Source: an optimization exercise on an open RTL-to-GDS flow (aim: small area). Production flows keep margins and buffers that such runs may drop. The RTL was checked by simulation tests, not by an equivalence proof against the original design. Power and IR drop assume default switching activity.

## build 51
==> flow/design.v (excerpt) <==
module lm15_lge (
    input  wire        clk,
    input  wire        rst,
    input  wire        cmd_valid,
    input  wire [87:0] cmd_word,
    output wire        busy,
    output reg         ill,
    output wire        lcd_ce,
    output wire        lcd_rs,
    output wire        tx_valid,
    output reg  [7:0]  tx_data,
    input  wire        tx_ready,
    output reg         mem_re,
    output reg  [1:0]  mem_space,
    output wire [15:0] mem_addr,
    input  wire [15:0] mem_rdata
);
==> flow/config.mk <==
export PLATFORM = sky130hd
export DESIGN_NAME = lm15_lge
export DESIGN_NICKNAME = lm15_lge
export VERILOG_FILES = /design/flow/design.v
export SDC_FILE = /design/flow/constraint.sdc
export NUM_CORES = 4
export LEC_CHECK = 0
export CAP_MARGIN = 20
export CORE_MARGIN = 2
export CORE_UTILIZATION = 40
export SLEW_MARGIN = 20
==> flow/constraint.sdc <==
create_clock -name core_clock -period 10.0 [get_ports {clk}]
set_input_delay 2.0000 -clock core_clock [delete_from_list [all_inputs] [get_ports {clk}]]
set_output_delay 2.0000 -clock core_clock [all_outputs]
set_load 0.01 [all_outputs]
standard.sh (not shown) runs the stock make flow with config.mk's settings and CLKGATE_MAP_FILE= SYNTH_SCRIPT=/design/flow/synth_recipe.tcl, a recipe that flattens the netlist after the stock synthesis.
==> flow/flow/run.sh <==
#!/bin/bash
# Standard ORFS layout with these changes to how it is built:
#  - synthesis maps the logic with an area-oriented ABC script (flow/area.abc)
#    instead of ORFS's abc_area.script; everything else in synthesis is the
#    standard script (synth_recipe.tcl, ORFS synth.tcl);
#  - port buffers use sky130_fd_sc_hd__buf_1;
#  - synthesis does not extract half/full adder cells (ADDER_MAP_FILE empty),
#    so ABC maps the adders together with the rest of the logic;
#  - CTS does not add dummy loads and uses clkbuf_4 below the root buffer.
set -euo pipefail
here=$(pwd)
sed 's|^source $::env(SCRIPTS_DIR)/synth_preamble.tcl$|&\nset abc_args [lreplace $abc_args 1 1 '"$here"'/flow/area.abc]|' \
    "$FLOW_HOME/scripts/synth.tcl" > "$here/my_synth_core.tcl"
grep -q "flow/area.abc" "$here/my_synth_core.tcl"
sed "s|source \$::env(SCRIPTS_DIR)/synth.tcl|source $here/my_synth_core.tcl|" synth_recipe.tcl > "$here/my_synth.tcl"
grep -q my_synth_core "$here/my_synth.tcl"
bash standard.sh SYNTH_SCRIPT="$here/my_synth.tcl" \
    "BUFFER_PORTS_ARGS=-buffer_cell sky130_fd_sc_hd__buf_1" \
    "CTS_ARGS=-sink_clustering_enable -repair_clock_nets -dont_use_dummy_load -buf_list sky130_fd_sc_hd__clkbuf_4 -root_buf sky130_fd_sc_hd__clkbuf_16" \
    ADDER_MAP_FILE= \
    finish > "$here/flow_make.log" 2>&1
==> flow/flow/area.abc <==
strash
&get -n
&fraig -x
&put
scorr
dc2
strash
&get -n
&deepsyn -T 150
&dch -f
&nf -R 1000 -p -C 32 -F 8 -A 4
&put
Build 51 completed end to end with timing, DRC and antenna clean.
> inputs changed (build 51 -> build 11)
-- flow/flow/run.sh --
<<< build 51, line 7
>>> build 11, line 7
#  - global placement is not timing-driven (the design has ample slack);
<<< build 51, line 9
#  - CTS does not add dummy loads and uses clkbuf_4 below the root buffer.
>>> build 11, line 10
#  - CTS does not add dummy loads.
<<< build 51, line 20
    ADDER_MAP_FILE= \
>>> build 11, line 21
    ADDER_MAP_FILE= GPL_TIMING_DRIVEN=0 \
Findings:
Build 11 vs build 51: leakage power summed over all cells down
Row number of antenna cells inserted: build 11 lower / build 51 higher
Detailed router's first-iteration violation count of build 11 falls short of that of build 51 by a few percent.
Build 11 vs build 51 — maximum frequency dropped by a few percent
From build 51 to build 11 the numbers moved as follows: number of vias per cell after detailed routing closely matched the old numbers; fraction of layout instances using a drive strength above 1 has increased; clock-cell share of area essentially unchanged; fraction of area in registers did not really move; clock period minus final worst setup slack went up 0.27 ns.
Layout-stage area growth over the synthesis result is higher on build 11
Count of plain and timing-repair buffers in the layout (lower): build 11
Here is what was changed in the inputs of build 39 compared with build 11.
-- flow/flow/run.sh --
<<< build 11, line 7
#  - global placement is not timing-driven (the design has ample slack);
>>> build 39, line 7
#  - repair aims 10% (not 20%) below the max-slew and max-capacitance limits;
<<< build 11, line 21
    ADDER_MAP_FILE= GPL_TIMING_DRIVEN=0 \
>>> build 39, line 21
    ADDER_MAP_FILE= CAP_MARGIN=10 SLEW_MARGIN=10 \
Results
All of build 39 and build 11 finish clean.
Layout filler cell count | build 39 above build 11
The higher mean routed wirelength per cell of build 39 and build 11 is in build 39.
Relative to build 11, the sum of net half-perimeters after detailed placement measured on build 39 has increased by a little under 10%.

lm15_lge, a different RTL version from the one above (not shown whole).
Size in the first run: roughly 960 cells after synthesis, roughly 100 flip-flops, ~8300 um^2 of cells after synthesis.
// lm15_lge
module lm15_lge (
    input  wire        clk,
    input  wire        rst,
    input  wire        cmd_valid,
    input  wire [87:0] cmd_word,
    output wire        busy,
    output reg         ill,
    output wire        lcd_ce,
    output wire        lcd_rs,
    output wire        tx_valid,
    output reg  [7:0]  tx_data,
    input  wire        tx_ready,
    output reg         mem_re,
    output reg  [1:0]  mem_space,
    output wire [15:0] mem_addr,
    input  wire [15:0] mem_rdata
);
clock: 10.0 ns
lec_check: 0
cap_margin: 20
core_margin: 2
core_utilization: 40
slew_margin: 20
==> flow/flow/run.sh <==
#!/bin/bash
# Standard ORFS layout with three changes to how it is built:
#  - synthesis maps the logic with an area-oriented ABC script (flow/area.abc)
#    instead of ORFS's abc_area.script; everything else in synthesis is the
#    standard script (synth_recipe.tcl, ORFS synth.tcl);
#  - port buffers use sky130_fd_sc_hd__buf_1;
#  - CTS does not add dummy loads.
set -euo pipefail
here=$(pwd)
sed 's|^source $::env(SCRIPTS_DIR)/synth_preamble.tcl$|&\nset abc_args [lreplace $abc_args 1 1 '"$here"'/flow/area.abc]|' \
    "$FLOW_HOME/scripts/synth.tcl" > "$here/my_synth_core.tcl"
grep -q "flow/area.abc" "$here/my_synth_core.tcl"
sed "s|source \$::env(SCRIPTS_DIR)/synth.tcl|source $here/my_synth_core.tcl|" synth_recipe.tcl > "$here/my_synth.tcl"
grep -q my_synth_core "$here/my_synth.tcl"
bash standard.sh SYNTH_SCRIPT="$here/my_synth.tcl" \
    "BUFFER_PORTS_ARGS=-buffer_cell sky130_fd_sc_hd__buf_1" \
    "CTS_ARGS=-sink_clustering_enable -repair_clock_nets -dont_use_dummy_load -buf_list sky130_fd_sc_hd__clkbuf_4 -root_buf sky130_fd_sc_hd__clkbuf_16" \
    finish > "$here/flow_make.log" 2>&1
==> flow/flow/area.abc <==
strash
&get -n
&fraig -x
&put
scorr
dc2
strash
&get -n
&deepsyn -T 60
&dch -f
&nf -R 1000 -p -C 32 -F 8 -A 4
&put
The first run finished with timing, DRC and antenna clean.
==> next run, changes <==
--- a/flow/flow/run.sh
+++ b/flow/flow/run.sh
@@ -2 +2 @@
-# Standard ORFS layout with three changes to how it is built:
+# Standard ORFS layout with these changes to how it is built:
@@ -7 +7,3 @@
-#  - CTS does not add dummy loads.
+#  - synthesis does not extract half/full adder cells (ADDER_MAP_FILE empty),
+#    so ABC maps the adders together with the rest of the logic;
+#  - CTS does not add dummy loads and uses clkbuf_4 below the root buffer.
@@ -17,0 +20 @@
+    ADDER_MAP_FILE= \
--- a/flow/flow/area.abc
+++ b/flow/flow/area.abc
@@ -9 +9 @@
-&deepsyn -T 60
+&deepsyn -T 150
Count of clock-buffer cells in the layout does not change. Total power rose by 21%. Via count is higher by 0.46%. Utilization increases by 0.95 points. Design area goes down by 2.2%. Area after synthesis is lower by 4.8%. Routed wire length grows by 2.2%. Final cell count went down by 0.78%. Setup slack is worse by 260 ps. Non-clock buffer count climbs by 26.

==> what the ideal ports hide <==
How much do the figures lean on ideal ports? The routed layouts below were timed once more, with nothing changed but the port constraints. Step 1 sets driving cells, clkbuf_16 on the clock port and buf_2 on the other inputs (assumed; they add their load-dependent delay and slew). Step 2 adds t to the input delays and takes it off the output delays; t is the mean of the earliest and latest rising clock arrival at the registers after step 1. Input paths then give back, and output paths get back, about the clock's delay inside the block. Three values: ideal, step 1, step 2; two values: the first two.
run	shift t [ns]	setup slack, ns	worst setup path at the end	pins driven straight from the clock port
build 51	0.404	0.510 / 0.462 / 0.820	input to output	1
build 11	0.404	0.244 / 0.195 / 0.428	input to output	1
build 39	0.405	0.484 / 0.437 / 0.793	input to output	1
the first run of note 2	0.404	0.788 / 0.739 / 1.143	register to output	1
the second run of note 2	0.405	0.530 / 0.483 / 0.775	input to output	1
After both steps setup and hold are still met in every run listed.
